From an optimization exercise on the open Yosys and OpenROAD flow, aimed at small area, a short achievable clock period and few clock cycles; shortcuts taken in it are not production practice.
In this exercise RTL edits were held to simulation tests only and were not proved equivalent to the original.

==> run a <==
==> flow/design.v <==
module rcab_gfpar (
  input  wire        clk,
  input  wire        rst,      
  input  wire        req,
  input  wire        we,
  input  wire [15:0] addr,
  input  wire [31:0] wdata,
  output wire        ack,
  output reg  [31:0] rdata,
  output reg         err,
  output wire        irq
);
  localparam integer SB_MAX = 64;
  localparam integer K_MAX  = 4;
  localparam [31:0] ID_VALUE  = 32'h52434142;
  localparam [31:0] VER_VALUE = 32'h00010000;
  localparam [31:0] CAP0_VAL  = 32'h00040040;
  localparam [31:0] CAP1_VAL  = 32'h011D0000;
  localparam [2:0] E_ILLEGAL  = 3'd1;
  localparam [2:0] E_RANGE    = 3'd2;
  localparam [2:0] E_DIVZERO  = 3'd3;
  localparam [2:0] E_LOGZERO  = 3'd4;
  localparam [2:0] E_MISMATCH = 3'd5;
  localparam [2047:0] LOG_T = 2048'hAF5850A8EAF4D674E8ADE7E6E9D5AE4FD72C757AEB16F50B51A0A99CB05F59CB5A3ECCBBB18660FBAA559D29523BA16CF66F0C7FEC4917C476A47BB7D8432D1FA2416D4753393C849E5D2A14ABD356F261BEFCDCB2978790CDCFBC955BD13F372E892023D99244117CB4B8267799A5E318FEC531EDDE4A670D63808CF7C0700757A7F373ACE5D44E2B79150A9F9B5ECA3DBA85FA54283A6B6E7E48C3A3B6421E404638835C13D2F1BDDB968FCE94D03688229110B32598E2FD30DD66628BBF06A672E44D78099AC9B9F9276A7DC2B51D458212F0DA8E9335210F24E12F658A05714C08C8F869C11C81EF8D340EE064044BC7681BEE33DF03C61A320219010000;
  localparam [127:0] EXP_LO = 128'h261387CDE8743A1D8040201008040201;
  localparam [127:0] EXP_HI = 128'h2C125182E3E6A88581D9FD5F469D4C01;
  function automatic [7:0] gf_mul;
    input [7:0] a;
    input [7:0] b;
    reg   [14:0] p;
    integer      t;
    begin
      p = 15'd0;
      for (t = 0; t < 8; t = t + 1)
        if (b[t]) p = p ^ ({7'd0, a} << t);
      for (t = 14; t >= 8; t = t - 1)
        if (p[t]) p = p ^ (15'h11D << (t - 8));
      gf_mul = p[7:0];
    end
  endfunction
  reg  [7:0]  sb [0:SB_MAX-1];           
  reg  [7:0]  cf [0:K_MAX*SB_MAX-1];     
  reg  [2:0]  lasterr;                   
  reg         pmatch;
  reg  [5:1]  estat;                     
  reg  [8:1]  ien;
  reg  [31:0] ecmd;
  reg  [7:0]  gfa, gfb, gfr;
  reg  [7:0]  lga, lgb;                  
  reg  [15:0] slen;
  reg  [3:0]  prows;
  reg  [6:0]  pbits;
  reg  [7:0]  par [0:K_MAX-1];
  reg  [7:0]  rxp [0:K_MAX-1];
  reg  [7:0]  acc  [0:K_MAX-1];
  reg  [7:0]  op_a [0:K_MAX-1];
  reg  [7:0]  op_b;
  reg         busy;                      
  reg  [5:0]  wj;                        
  reg  [6:0]  whi;                       
  reg         rd_done;                   
  reg  [31:0] rdata_q;
  wire [4:0] irq_v = estat & ien[5:1];
  assign irq = |irq_v;
  wire        fire   = req & ~busy;
  wire        wr     = fire & we;
  assign ack   = fire & (we | rd_done);
  wire        aligned  = (addr[1:0] == 2'b00);
  wire        is_sb    = aligned && (addr[15:8] == 8'h04);
  wire        is_cf    = aligned && (addr[15:12] == 4'h2) && (addr[9:8] == 2'b00);
  wire        is_par   = aligned && (addr[15:4] == 12'h01C);
  wire        is_rxp   = aligned && (addr[15:4] == 12'h01E);
  wire        is_low   = aligned && (addr[15:6] == 10'd0) && (addr[5:2] != 4'd15);
  wire        mapped   = is_sb | is_cf | is_par | is_rxp | is_low;
  always @(*) begin
    rdata = rdata_q;
    err   = ~mapped;
  end
  wire [5:0]  idx      = busy ? wj : addr[7:2];
  wire [7:0]  sb_rd    = sb[idx];
  wire [7:0]  cf_rd0   = cf[{2'd0, idx}];
  wire [7:0]  cf_rd1   = cf[{2'd1, idx}];
  wire [7:0]  cf_rd2   = cf[{2'd2, idx}];
  wire [7:0]  cf_rd3   = cf[{2'd3, idx}];
  reg  [7:0]  cf_row;
  always @(*) begin
    case (addr[11:10])
      2'd0: cf_row = cf_rd0;
      2'd1: cf_row = cf_rd1;
      2'd2: cf_row = cf_rd2;
      default: cf_row = cf_rd3;
    endcase
  end
  reg  [31:0] rd_val;
  always @(*) begin
    rd_val = 32'd0;
    if (is_sb)       rd_val = {24'd0, sb_rd};
    else if (is_cf)  rd_val = {24'd0, cf_row};
    else if (is_par) rd_val = {24'd0, par[addr[3:2]]};
    else if (is_rxp) rd_val = {24'd0, rxp[addr[3:2]]};
    else begin
      case (addr[5:2])
        4'd0:  rd_val = ID_VALUE;
        4'd1:  rd_val = VER_VALUE;
        4'd2:  rd_val = CAP0_VAL;
        4'd3:  rd_val = CAP1_VAL;
        4'd5:  rd_val = {19'd0, irq, 3'd0, pmatch, 5'd0, lasterr};
        4'd6:  rd_val = {23'd0, 3'd0, estat, 1'b0};
        4'd7:  rd_val = {23'd0, ien, 1'b0};
        4'd8:  rd_val = ecmd;
        4'd9:  rd_val = {24'd0, gfa};
        4'd10: rd_val = {24'd0, gfb};
        4'd11: rd_val = {24'd0, gfr_v};
        4'd12: rd_val = {16'd0, slen};
        4'd13: rd_val = {28'd0, prows};
        4'd14: rd_val = {25'd0, pbits};
        default: rd_val = 32'd0;
      endcase
    end
  end
  wire [6:0]  eff_old  = (slen[15:6] != 10'd0) ? 7'd64 : {1'b0, slen[5:0]};
  wire [6:0]  eff_new  = (wdata[15:6] != 10'd0) ? 7'd64 : {1'b0, wdata[5:0]};
  wire        in_len   = ({1'b0, addr[7:2]} < eff_old);
  wire        w_sb     = wr & is_sb;
  wire        w_cf     = wr & is_cf;
  wire        w_low    = wr & is_low;
  wire [3:0]  w_reg    = addr[5:2];
  wire [7:0]  prod0    = gf_mul(op_a[0], op_b);
  wire [7:0]  prod1    = gf_mul(op_a[1], op_b);
  wire [7:0]  prod2    = gf_mul(op_a[2], op_b);
  wire [7:0]  prod3    = gf_mul(op_a[3], op_b);
  wire [7:0]  accn0    = acc[0] ^ prod0;
  wire [7:0]  accn1    = acc[1] ^ prod1;
  wire [7:0]  accn2    = acc[2] ^ prod2;
  wire [7:0]  accn3    = acc[3] ^ prod3;
  wire [31:0] par_bits = {accn0, accn1, accn2, accn3};
  wire [31:0] rxp_bits = {rxp[0], rxp[1], rxp[2], rxp[3]};
  reg  [31:0] cmp_mask;
  integer     b;
  always @(*) begin
    for (b = 0; b < 32; b = b + 1)
      cmp_mask[31-b] = (b < pbits);
  end
  wire par_equal = ((par_bits ^ rxp_bits) & cmp_mask) == 32'd0;
  wire range_bad = (slen > 16'd64) || (prows == 4'd0) || (prows > 4'd4);
  wire pbits_bad = (pbits == 7'd0) || (pbits > {prows, 3'b000});
  wire [7:0] op     = wdata[31:24];
  wire       lowz   = (wdata[23:0] == 24'd0);
  wire [7:0] w_log  = LOG_T[wdata[7:0]*8 +: 8];
  wire       a_zero = (gfa == 8'd0);
  wire       b_zero = (gfb == 8'd0);
  reg        gf_pend;
  reg  [1:0] gf_sel;                     
  wire [8:0] l_sum  = {1'b0, lga} + {1'b0, gf_sel[1] ? ~lgb : lgb};
  wire [7:0] l_mod  = l_sum[7:0] + {7'd0, l_sum[8]};
  wire [7:0] g_ein  = (gf_sel == 2'd3) ? gfa : l_mod;
  wire [7:0] g_exp  = gf_mul(EXP_LO[g_ein[3:0]*8 +: 8], EXP_HI[g_ein[7:4]*8 +: 8]);
  wire       g_zero = (gf_sel == 2'd1) ? (a_zero | b_zero) :
                      (gf_sel == 2'd2) ? a_zero : 1'b0;
  wire [7:0] g_res  = g_zero ? 8'd0 : g_exp;
  wire [7:0] gfr_v  = gf_pend ? g_res : gfr;
  integer n;
  always @(posedge clk) begin
    if (w_sb) sb[addr[7:2]] <= wdata[7:0];
    if (w_cf) cf[{addr[11:10], addr[7:2]}] <= wdata[7:0];
  end
  always @(posedge clk) begin
    rdata_q <= rd_val;
  end
  always @(posedge clk) begin
    if (rst) begin
      rd_done <= 1'b0;
      gf_pend <= 1'b0;
      gf_sel  <= 2'd0;
      busy    <= 1'b0;
      wj      <= 6'd0;
      whi     <= 7'd0;
      lasterr <= 3'd0;
      pmatch  <= 1'b0;
      estat   <= 5'd0;
      ien     <= 8'd0;
      ecmd    <= 32'd0;
      gfa     <= 8'd0;
      gfb     <= 8'd0;
      gfr     <= 8'd0;
      lga     <= 8'd0;
      lgb     <= 8'd0;
      slen    <= 16'd0;
      prows   <= 4'd0;
      pbits   <= 7'd0;
      op_b    <= 8'd0;
      for (n = 0; n < K_MAX; n = n + 1) begin
        par[n]  <= 8'd0;
        rxp[n]  <= 8'd0;
        acc[n]  <= 8'd0;
        op_a[n] <= 8'd0;
      end
    end else begin
      rd_done <= fire & ~we & ~rd_done;
      gf_pend <= 1'b0;
      if (gf_pend) gfr <= g_res;
      acc[0] <= accn0;
      acc[1] <= accn1;
      acc[2] <= accn2;
      acc[3] <= accn3;
      op_b <= 8'd0;
      for (n = 0; n < K_MAX; n = n + 1) op_a[n] <= 8'd0;
      if (busy) begin
        op_b    <= sb_rd;
        op_a[0] <= cf_rd0;
        op_a[1] <= cf_rd1;
        op_a[2] <= cf_rd2;
        op_a[3] <= cf_rd3;
        wj      <= wj + 6'd1;
        if ({1'b0, wj} + 7'd1 == whi) busy <= 1'b0;
      end else if (w_sb && in_len) begin
        op_b    <= sb_rd ^ wdata[7:0];
        op_a[0] <= cf_rd0;
        op_a[1] <= cf_rd1;
        op_a[2] <= cf_rd2;
        op_a[3] <= cf_rd3;
      end else if (w_cf && in_len) begin
        op_b    <= sb_rd;
        op_a[addr[11:10]] <= cf_row ^ wdata[7:0];
      end
      if (wr && is_rxp) rxp[addr[3:2]] <= wdata[7:0];
      if (w_low) begin
        case (w_reg)
          4'd6:  estat <= estat & ~wdata[5:1];
          4'd7:  ien   <= wdata[8:1];
          4'd9:  begin gfa <= wdata[7:0]; lga <= w_log; end
          4'd10: begin gfb <= wdata[7:0]; lgb <= w_log; end
          4'd12: begin
            slen <= wdata[15:0];
            if (eff_new != eff_old) begin
              busy <= 1'b1;
              if (eff_new < eff_old) begin wj <= eff_new[5:0]; whi <= eff_old; end
              else                   begin wj <= eff_old[5:0]; whi <= eff_new; end
            end
          end
          4'd13: prows <= wdata[3:0];
          4'd14: pbits <= wdata[6:0];
          4'd4: begin
            if (!lowz) begin
              lasterr <= E_ILLEGAL; estat[1] <= 1'b1; ecmd <= wdata;
            end else begin
              case (op)
                8'h00: lasterr <= 3'd0;
                8'h01: begin gf_pend <= 1'b1; gf_sel <= 2'd1; lasterr <= 3'd0; end
                8'h02: if (b_zero) begin
                         lasterr <= E_DIVZERO; estat[3] <= 1'b1; ecmd <= wdata;
                       end else begin
                         gf_pend <= 1'b1; gf_sel <= 2'd2; lasterr <= 3'd0;
                       end
                8'h03: begin gf_pend <= 1'b1; gf_sel <= 2'd3; lasterr <= 3'd0; end
                8'h04: if (a_zero) begin
                         lasterr <= E_LOGZERO; estat[4] <= 1'b1; ecmd <= wdata;
                       end else begin
                         gfr <= lga; lasterr <= 3'd0;
                       end
                8'h20, 8'h21:
                  if (range_bad || (op[0] && pbits_bad)) begin
                    lasterr <= E_RANGE; estat[2] <= 1'b1; ecmd <= wdata;
                  end else begin
                    par[0] <= accn0;
                    if (prows > 4'd1) par[1] <= accn1;
                    if (prows > 4'd2) par[2] <= accn2;
                    if (prows > 4'd3) par[3] <= accn3;
                    if (op[0]) begin
                      pmatch <= par_equal;
                      if (par_equal) lasterr <= 3'd0;
                      else begin
                        lasterr <= E_MISMATCH; estat[5] <= 1'b1; ecmd <= wdata;
                      end
                    end else begin
                      lasterr <= 3'd0;
                    end
                  end
                8'h7F: begin
                  lasterr <= 3'd0;
                  pmatch  <= 1'b0;
                  estat   <= 5'd0;
                  ien     <= 8'd0;
                  ecmd    <= 32'd0;
                  gfa     <= 8'd0;
                  gfb     <= 8'd0;
                  gfr     <= 8'd0;
                  lga     <= 8'd0;
                  lgb     <= 8'd0;
                  slen    <= 16'd0;
                  prows   <= 4'd0;
                  pbits   <= 7'd0;
                  op_b    <= 8'd0;
                  for (n = 0; n < K_MAX; n = n + 1) begin
                    par[n] <= 8'd0;
                    rxp[n] <= 8'd0;
                    acc[n] <= 8'd0;
                  end
                end
                default: begin
                  lasterr <= E_ILLEGAL; estat[1] <= 1'b1; ecmd <= wdata;
                end
              endcase
            end
          end
          default: ;
        endcase
      end
    end
  end
endmodule
==> flow/flow/run.sh <==
#!/bin/bash
# The standard ORFS layout (standard.sh), with its setup repair aiming at
# 9 ns of slack instead of none, so that it works on the paths that set the
# achieved period. Same SDC, clock period and steps as the standard flow.
set -euo pipefail
bash standard.sh SETUP_SLACK_MARGIN=9 finish > layout.log 2>&1
==> flow/standard.sh <==
#!/bin/bash
# synth_recipe.tcl (not shown) runs the flow's synth.tcl, then flattens the netlist and writes it again
# the make line also repeats each setting of config.mk as NAME=value (left out here)
make -C /OpenROAD-flow-scripts/flow DESIGN_CONFIG=/design/flow/config.mk WORK_HOME=/design/flow/orfs CLKGATE_MAP_FILE= SYNTH_SCRIPT=/design/flow/synth_recipe.tcl "${@:-finish}"
==> flow/config.mk <==
export PLATFORM = sky130hd
export DESIGN_NAME = rcab_gfpar
export DESIGN_NICKNAME = rcab_gfpar
export VERILOG_FILES = /design/flow/design.v
export SDC_FILE = /design/flow/constraint.sdc
export NUM_CORES = 4
export LEC_CHECK = 0
export CAP_MARGIN = 20
export CORE_MARGIN = 2
export CORE_UTILIZATION = 60
export CTS_CLUSTER_DIAMETER = 60
export CTS_CLUSTER_SIZE = 30
export PLACE_DENSITY = 0.7
export SLEW_MARGIN = 20
==> flow/constraint.sdc <==
create_clock -name core_clock -period 16.0 [get_ports {clk}]
set_input_delay 3.2000 -clock core_clock [delete_from_list [all_inputs] [get_ports {clk}]]
set_output_delay 3.2000 -clock core_clock [all_outputs]
set_load 0.01 [all_outputs]
==> inputs of run b, as changes to run a <==
--- a/flow/design.v
+++ b/flow/design.v
@@ -60,10 +60,14 @@
   reg  [6:0]  whi;                       
   reg         rd_done;                   
-  reg  [31:0] rdata_q;
+  reg  [31:0] rdata_q;                   
   wire [4:0] irq_v = estat & ien[5:1];
   assign irq = |irq_v;
   wire        fire   = req & ~busy;
   wire        wr     = fire & we;
-  assign ack   = fire & (we | rd_done);
+  wire        rd_fast  = ~addr[13] & ~addr[10] &
+                         (addr[8] ? ~addr[5]
+                                  : (addr[5:2] == 4'd5 || addr[5:2] == 4'd6 ||
+                                     addr[5:2] == 4'd11));
+  assign ack   = fire & (we | rd_fast | rd_done);
   wire        aligned  = (addr[1:0] == 2'b00);
   wire        is_sb    = aligned && (addr[15:8] == 8'h04);
@@ -74,5 +78,5 @@
   wire        mapped   = is_sb | is_cf | is_par | is_rxp | is_low;
   always @(*) begin
-    rdata = rdata_q;
+    rdata = rd_done ? rdata_q : rd_fv;
     err   = ~mapped;
   end
@@ -92,28 +96,31 @@
     endcase
   end
-  reg  [31:0] rd_val;
+  wire [31:0] rd_fv    = addr[8] ? {24'd0, par[addr[3:2]]} :
+                         addr[5] ? {24'd0, gfr} :
+                         addr[3] ? {23'd0, 3'd0, estat, 1'b0} :
+                                   {19'd0, irq, 3'd0, pmatch, 5'd0, lasterr};
+  reg  [31:0] rd_reg;
   always @(*) begin
-    rd_val = 32'd0;
-    if (is_sb)       rd_val = {24'd0, sb_rd};
-    else if (is_cf)  rd_val = {24'd0, cf_row};
-    else if (is_par) rd_val = {24'd0, par[addr[3:2]]};
-    else if (is_rxp) rd_val = {24'd0, rxp[addr[3:2]]};
+    rd_reg = 32'd0;
+    if (addr[13])      rd_reg = {24'd0, cf_row};
+    else if (addr[10]) rd_reg = {24'd0, sb_rd};
+    else if (addr[8])  rd_reg = {24'd0, addr[5] ? rxp[addr[3:2]] : par[addr[3:2]]};
     else begin
       case (addr[5:2])
-        4'd0:  rd_val = ID_VALUE;
-        4'd1:  rd_val = VER_VALUE;
-        4'd2:  rd_val = CAP0_VAL;
-        4'd3:  rd_val = CAP1_VAL;
-        4'd5:  rd_val = {19'd0, irq, 3'd0, pmatch, 5'd0, lasterr};
-        4'd6:  rd_val = {23'd0, 3'd0, estat, 1'b0};
-        4'd7:  rd_val = {23'd0, ien, 1'b0};
-        4'd8:  rd_val = ecmd;
-        4'd9:  rd_val = {24'd0, gfa};
-        4'd10: rd_val = {24'd0, gfb};
-        4'd11: rd_val = {24'd0, gfr_v};
-        4'd12: rd_val = {16'd0, slen};
-        4'd13: rd_val = {28'd0, prows};
-        4'd14: rd_val = {25'd0, pbits};
-        default: rd_val = 32'd0;
+        4'd0:  rd_reg = ID_VALUE;
+        4'd1:  rd_reg = VER_VALUE;
+        4'd2:  rd_reg = CAP0_VAL;
+        4'd3:  rd_reg = CAP1_VAL;
+        4'd5:  rd_reg = {19'd0, irq, 3'd0, pmatch, 5'd0, lasterr};
+        4'd6:  rd_reg = {23'd0, 3'd0, estat, 1'b0};
+        4'd7:  rd_reg = {23'd0, ien, 1'b0};
+        4'd8:  rd_reg = ecmd;
+        4'd9:  rd_reg = {24'd0, gfa};
+        4'd10: rd_reg = {24'd0, gfb};
+        4'd11: rd_reg = {24'd0, gfr};
+        4'd12: rd_reg = {16'd0, slen};
+        4'd13: rd_reg = {28'd0, prows};
+        4'd14: rd_reg = {25'd0, pbits};
+        default: rd_reg = 32'd0;
       endcase
     end
@@ -150,14 +157,10 @@
   wire       a_zero = (gfa == 8'd0);
   wire       b_zero = (gfb == 8'd0);
-  reg        gf_pend;
-  reg  [1:0] gf_sel;                     
-  wire [8:0] l_sum  = {1'b0, lga} + {1'b0, gf_sel[1] ? ~lgb : lgb};
-  wire [7:0] l_mod  = l_sum[7:0] + {7'd0, l_sum[8]};
-  wire [7:0] g_ein  = (gf_sel == 2'd3) ? gfa : l_mod;
+  wire [8:0] l_add  = {1'b0, lga} + {1'b0, lgb};
+  wire [8:0] l_sub  = {1'b0, lga} + {1'b0, ~lgb};
+  wire [7:0] l_mul  = l_add[7:0] + {7'd0, l_add[8]};
+  wire [7:0] l_div  = l_sub[7:0] + {7'd0, l_sub[8]};
+  wire [7:0] g_ein  = op[0] ? (op[1] ? gfa : l_mul) : l_div;
   wire [7:0] g_exp  = gf_mul(EXP_LO[g_ein[3:0]*8 +: 8], EXP_HI[g_ein[7:4]*8 +: 8]);
-  wire       g_zero = (gf_sel == 2'd1) ? (a_zero | b_zero) :
-                      (gf_sel == 2'd2) ? a_zero : 1'b0;
-  wire [7:0] g_res  = g_zero ? 8'd0 : g_exp;
-  wire [7:0] gfr_v  = gf_pend ? g_res : gfr;
   integer n;
   always @(posedge clk) begin
@@ -166,11 +169,9 @@
   end
   always @(posedge clk) begin
-    rdata_q <= rd_val;
+    rdata_q <= rd_reg;
   end
   always @(posedge clk) begin
     if (rst) begin
       rd_done <= 1'b0;
-      gf_pend <= 1'b0;
-      gf_sel  <= 2'd0;
       busy    <= 1'b0;
       wj      <= 6'd0;
@@ -197,7 +198,5 @@
       end
     end else begin
-      rd_done <= fire & ~we & ~rd_done;
-      gf_pend <= 1'b0;
-      if (gf_pend) gfr <= g_res;
+      rd_done <= fire & ~we & ~rd_done & ~rd_fast;
       acc[0] <= accn0;
       acc[1] <= accn1;
@@ -247,11 +246,11 @@
               case (op)
                 8'h00: lasterr <= 3'd0;
-                8'h01: begin gf_pend <= 1'b1; gf_sel <= 2'd1; lasterr <= 3'd0; end
+                8'h01: begin gfr <= (a_zero | b_zero) ? 8'd0 : g_exp; lasterr <= 3'd0; end
                 8'h02: if (b_zero) begin
                          lasterr <= E_DIVZERO; estat[3] <= 1'b1; ecmd <= wdata;
                        end else begin
-                         gf_pend <= 1'b1; gf_sel <= 2'd2; lasterr <= 3'd0;
+                         gfr <= a_zero ? 8'd0 : g_exp; lasterr <= 3'd0;
                        end
-                8'h03: begin gf_pend <= 1'b1; gf_sel <= 2'd3; lasterr <= 3'd0; end
+                8'h03: begin gfr <= g_exp; lasterr <= 3'd0; end
                 8'h04: if (a_zero) begin
                          lasterr <= E_LOGZERO; estat[4] <= 1'b1; ecmd <= wdata;
==> flow/flow/run.sh (replaced) <==
#!/bin/bash
set -euo pipefail
bash standard.sh SETUP_SLACK_MARGIN=9 \
  "BUFFER_PORTS_ARGS=-buffer_cell sky130_fd_sc_hd__buf_4" \
  "CTS_ARGS=-sink_clustering_enable -repair_clock_nets -sink_clustering_size 25 -sink_clustering_max_diameter 60 -dont_use_dummy_load" \
  finish > layout.log 2>&1
- CORE_UTILIZATION: 60 -> 70
- CTS_CLUSTER_SIZE: 30 -> 25
- PLACE_DENSITY: 0.7 -> 0.75
==> inputs of run c, as changes to run a <==
--- a/flow/design.v
+++ b/flow/design.v
@@ -60,10 +60,11 @@
   reg  [6:0]  whi;                       
   reg         rd_done;                   
-  reg  [31:0] rdata_q;
+  reg  [7:0]  rdata_q;                   
   wire [4:0] irq_v = estat & ien[5:1];
   assign irq = |irq_v;
   wire        fire   = req & ~busy;
   wire        wr     = fire & we;
-  assign ack   = fire & (we | rd_done);
+  wire        rd_slow = addr[10] | addr[13];
+  assign ack   = fire & (we | ~rd_slow | rd_done);
   wire        aligned  = (addr[1:0] == 2'b00);
   wire        is_sb    = aligned && (addr[15:8] == 8'h04);
@@ -74,5 +75,5 @@
   wire        mapped   = is_sb | is_cf | is_par | is_rxp | is_low;
   always @(*) begin
-    rdata = rdata_q;
+    rdata = rd_done ? {24'd0, rdata_q} : rd_reg;
     err   = ~mapped;
   end
@@ -92,28 +93,26 @@
     endcase
   end
-  reg  [31:0] rd_val;
+  wire [7:0]  rd_buf   = addr[13] ? cf_row : sb_rd;
+  reg  [31:0] rd_reg;
   always @(*) begin
-    rd_val = 32'd0;
-    if (is_sb)       rd_val = {24'd0, sb_rd};
-    else if (is_cf)  rd_val = {24'd0, cf_row};
-    else if (is_par) rd_val = {24'd0, par[addr[3:2]]};
-    else if (is_rxp) rd_val = {24'd0, rxp[addr[3:2]]};
+    rd_reg = 32'd0;
+    if (addr[8])     rd_reg = {24'd0, addr[5] ? rxp[addr[3:2]] : par[addr[3:2]]};
     else begin
       case (addr[5:2])
-        4'd0:  rd_val = ID_VALUE;
-        4'd1:  rd_val = VER_VALUE;
-        4'd2:  rd_val = CAP0_VAL;
-        4'd3:  rd_val = CAP1_VAL;
-        4'd5:  rd_val = {19'd0, irq, 3'd0, pmatch, 5'd0, lasterr};
-        4'd6:  rd_val = {23'd0, 3'd0, estat, 1'b0};
-        4'd7:  rd_val = {23'd0, ien, 1'b0};
-        4'd8:  rd_val = ecmd;
-        4'd9:  rd_val = {24'd0, gfa};
-        4'd10: rd_val = {24'd0, gfb};
-        4'd11: rd_val = {24'd0, gfr_v};
-        4'd12: rd_val = {16'd0, slen};
-        4'd13: rd_val = {28'd0, prows};
-        4'd14: rd_val = {25'd0, pbits};
-        default: rd_val = 32'd0;
+        4'd0:  rd_reg = ID_VALUE;
+        4'd1:  rd_reg = VER_VALUE;
+        4'd2:  rd_reg = CAP0_VAL;
+        4'd3:  rd_reg = CAP1_VAL;
+        4'd5:  rd_reg = {19'd0, irq, 3'd0, pmatch, 5'd0, lasterr};
+        4'd6:  rd_reg = {23'd0, 3'd0, estat, 1'b0};
+        4'd7:  rd_reg = {23'd0, ien, 1'b0};
+        4'd8:  rd_reg = ecmd;
+        4'd9:  rd_reg = {24'd0, gfa};
+        4'd10: rd_reg = {24'd0, gfb};
+        4'd11: rd_reg = {24'd0, gfr};
+        4'd12: rd_reg = {16'd0, slen};
+        4'd13: rd_reg = {28'd0, prows};
+        4'd14: rd_reg = {25'd0, pbits};
+        default: rd_reg = 32'd0;
       endcase
     end
@@ -150,14 +149,10 @@
   wire       a_zero = (gfa == 8'd0);
   wire       b_zero = (gfb == 8'd0);
-  reg        gf_pend;
-  reg  [1:0] gf_sel;                     
-  wire [8:0] l_sum  = {1'b0, lga} + {1'b0, gf_sel[1] ? ~lgb : lgb};
-  wire [7:0] l_mod  = l_sum[7:0] + {7'd0, l_sum[8]};
-  wire [7:0] g_ein  = (gf_sel == 2'd3) ? gfa : l_mod;
+  wire [8:0] l_add  = {1'b0, lga} + {1'b0, lgb};
+  wire [8:0] l_sub  = {1'b0, lga} + {1'b0, ~lgb};
+  wire [7:0] l_mul  = l_add[7:0] + {7'd0, l_add[8]};
+  wire [7:0] l_div  = l_sub[7:0] + {7'd0, l_sub[8]};
+  wire [7:0] g_ein  = op[0] ? (op[1] ? gfa : l_mul) : l_div;
   wire [7:0] g_exp  = gf_mul(EXP_LO[g_ein[3:0]*8 +: 8], EXP_HI[g_ein[7:4]*8 +: 8]);
-  wire       g_zero = (gf_sel == 2'd1) ? (a_zero | b_zero) :
-                      (gf_sel == 2'd2) ? a_zero : 1'b0;
-  wire [7:0] g_res  = g_zero ? 8'd0 : g_exp;
-  wire [7:0] gfr_v  = gf_pend ? g_res : gfr;
   integer n;
   always @(posedge clk) begin
@@ -166,11 +161,9 @@
   end
   always @(posedge clk) begin
-    rdata_q <= rd_val;
+    rdata_q <= rd_buf;
   end
   always @(posedge clk) begin
     if (rst) begin
       rd_done <= 1'b0;
-      gf_pend <= 1'b0;
-      gf_sel  <= 2'd0;
       busy    <= 1'b0;
       wj      <= 6'd0;
@@ -197,7 +190,5 @@
       end
     end else begin
-      rd_done <= fire & ~we & ~rd_done;
-      gf_pend <= 1'b0;
-      if (gf_pend) gfr <= g_res;
+      rd_done <= fire & ~we & ~rd_done & rd_slow;
       acc[0] <= accn0;
       acc[1] <= accn1;
@@ -247,11 +238,11 @@
               case (op)
                 8'h00: lasterr <= 3'd0;
-                8'h01: begin gf_pend <= 1'b1; gf_sel <= 2'd1; lasterr <= 3'd0; end
+                8'h01: begin gfr <= (a_zero | b_zero) ? 8'd0 : g_exp; lasterr <= 3'd0; end
                 8'h02: if (b_zero) begin
                          lasterr <= E_DIVZERO; estat[3] <= 1'b1; ecmd <= wdata;
                        end else begin
-                         gf_pend <= 1'b1; gf_sel <= 2'd2; lasterr <= 3'd0;
+                         gfr <= a_zero ? 8'd0 : g_exp; lasterr <= 3'd0;
                        end
-                8'h03: begin gf_pend <= 1'b1; gf_sel <= 2'd3; lasterr <= 3'd0; end
+                8'h03: begin gfr <= g_exp; lasterr <= 3'd0; end
                 8'h04: if (a_zero) begin
                          lasterr <= E_LOGZERO; estat[4] <= 1'b1; ecmd <= wdata;
==> flow/flow/run.sh (replaced) <==
#!/bin/bash
set -euo pipefail
bash standard.sh SETUP_SLACK_MARGIN=9 \
  "BUFFER_PORTS_ARGS=-buffer_cell sky130_fd_sc_hd__buf_4" \
  "CTS_ARGS=-sink_clustering_enable -repair_clock_nets -sink_clustering_size 25 -sink_clustering_max_diameter 60 -dont_use_dummy_load" \
  finish > layout.log 2>&1
- CTS_CLUSTER_SIZE: 30 -> 25
==> results.toml <==
[run_status]
status = "timing/DRC/antenna clean"

[placed_design]
dpl_worst_slack_ns = 6.83

[logic_synthesis]
seq_area_frac_synth = 0.670
synth-seq-cells = 2859

[cells_and_area]
num-multi-input-gates = 4872
diodes = 14
nets = 8343
nonClockBufferCount = 272

[timing]
clock_skew_ns = 0.108
finalWorstPathRequiredPeriod_ns = 7.56

[global_route]
grtUsageMet2 = 0.596

[min_path]
hold_end = "rdata_q[17]$_SDFF_PP0_"

[route]
wl_met3_mm = 50.2
vias_per_cell = 7.31
wl_per_cell_um = 34.5

[worst_setup_path]
critPathArrivalTime_ns = 4.36
path_cells = "buf_12 -> buf_16 -> nand2_1 -> nor3_2 -> o21ai_1 -> o21ai_1 -> and3_4 -> nor3_2 -> nor2_1 -> buf_4"

[floorplan]
taps = 2340

[power]
pg_clk_mw = 4.08
# the run above: run b

==> results.toml <==
[cells_and_area]
nets = 8285
num-multi-input-gates = 4783
diodes = 19

[timing]
clock_skew_ns = 0.0472
finalWorstPathRequiredPeriod_ns = 7.81

[worst_setup_path]
path_cells = "buf_6 -> nor4_4 -> nand2_4 -> or4_4 -> nand2_4 -> nor2_4 -> buf_6"

[logic_synthesis]
seq_area_frac_synth = 0.672
synth-seq-cells = 2862

[global_route]
grtUsageMet2 = 0.507

[placed_design]
dpl_worst_slack_ns = 6.37

[route]
wl_per_cell_um = 32.5
wl_met3_mm = 39.5

[run_status]
status = "timing/DRC/antenna clean"

[floorplan]
taps = 2704
# the run above: run a

==> results.toml <==
[route]
wl_met3_mm = 40.0
vias_per_cell = 6.86
wl_per_cell_um = 32.6

[timing]
finalWorstPathRequiredPeriod_ns = 8.19
clock_skew_ns = 0.126

[cells_and_area]
diodes = 10
num-multi-input-gates = 4748
nets = 8251
num-fill-cells = 14300
nonClockBufferCount = 334
multi_input_area_share = 0.295
largest_reg_flops = 2048
final_common_cell = "edfxtp_1"

[run_status]
status = "timing/DRC/antenna clean"

[placed_design]
dpl_worst_slack_ns = 6.54

[global_route]
grtUsageMet2 = 0.507

[worst_setup_path]
path_cells = "buf_16 -> or2_4 -> nor2_4 -> or4_4 -> or3_4 -> a21oi_4 -> buf_6"

[logic_synthesis]
synth-seq-cells = 2835
seq_area_frac_synth = 0.671

[floorplan]
initial_core_util = 0.604

[clock_tree]
clk_path_buf_depth = 3
# the run above: run c

Testbench counts of run a, summed over its fixed seeds: cycles 22,968.
Testbench counts of run b, summed over its fixed seeds: cycles 21,079.
Testbench counts of run c, summed over its fixed seeds: cycles 21,079.

## port drivers added, routing unchanged
Ports are ideal in the flow. The routed layouts listed here were re-timed in OpenROAD. Step 1, drivers: a clkbuf_16 drives clk and a buf_2 each remaining input, both assumed. Step 2 moves the port delays by t, midway between the first and last clock arrival at a register: inputs arrive t later, outputs are due t later. That takes back most of the time a late clock gives input paths. Three values: no drivers, after step 1, after step 2; two values: the first two.
| run | shift t [ns] | slack for setup (ns) | worst setup path after step 2 |
|---|---|---|---|
| run a | 0.974 | 8.188 / 8.127 / 8.023 | input to register |
| run b | 0.908 | 8.442 / 8.193 / 7.871 | input to register |
| run c | 0.922 | 7.810 / 7.603 / 7.603 | input to output |
After both steps every run listed still meets setup and hold. The setup slack of run b, which loses most, moves by -0.249 ns with the drivers and by -0.571 ns with both steps.
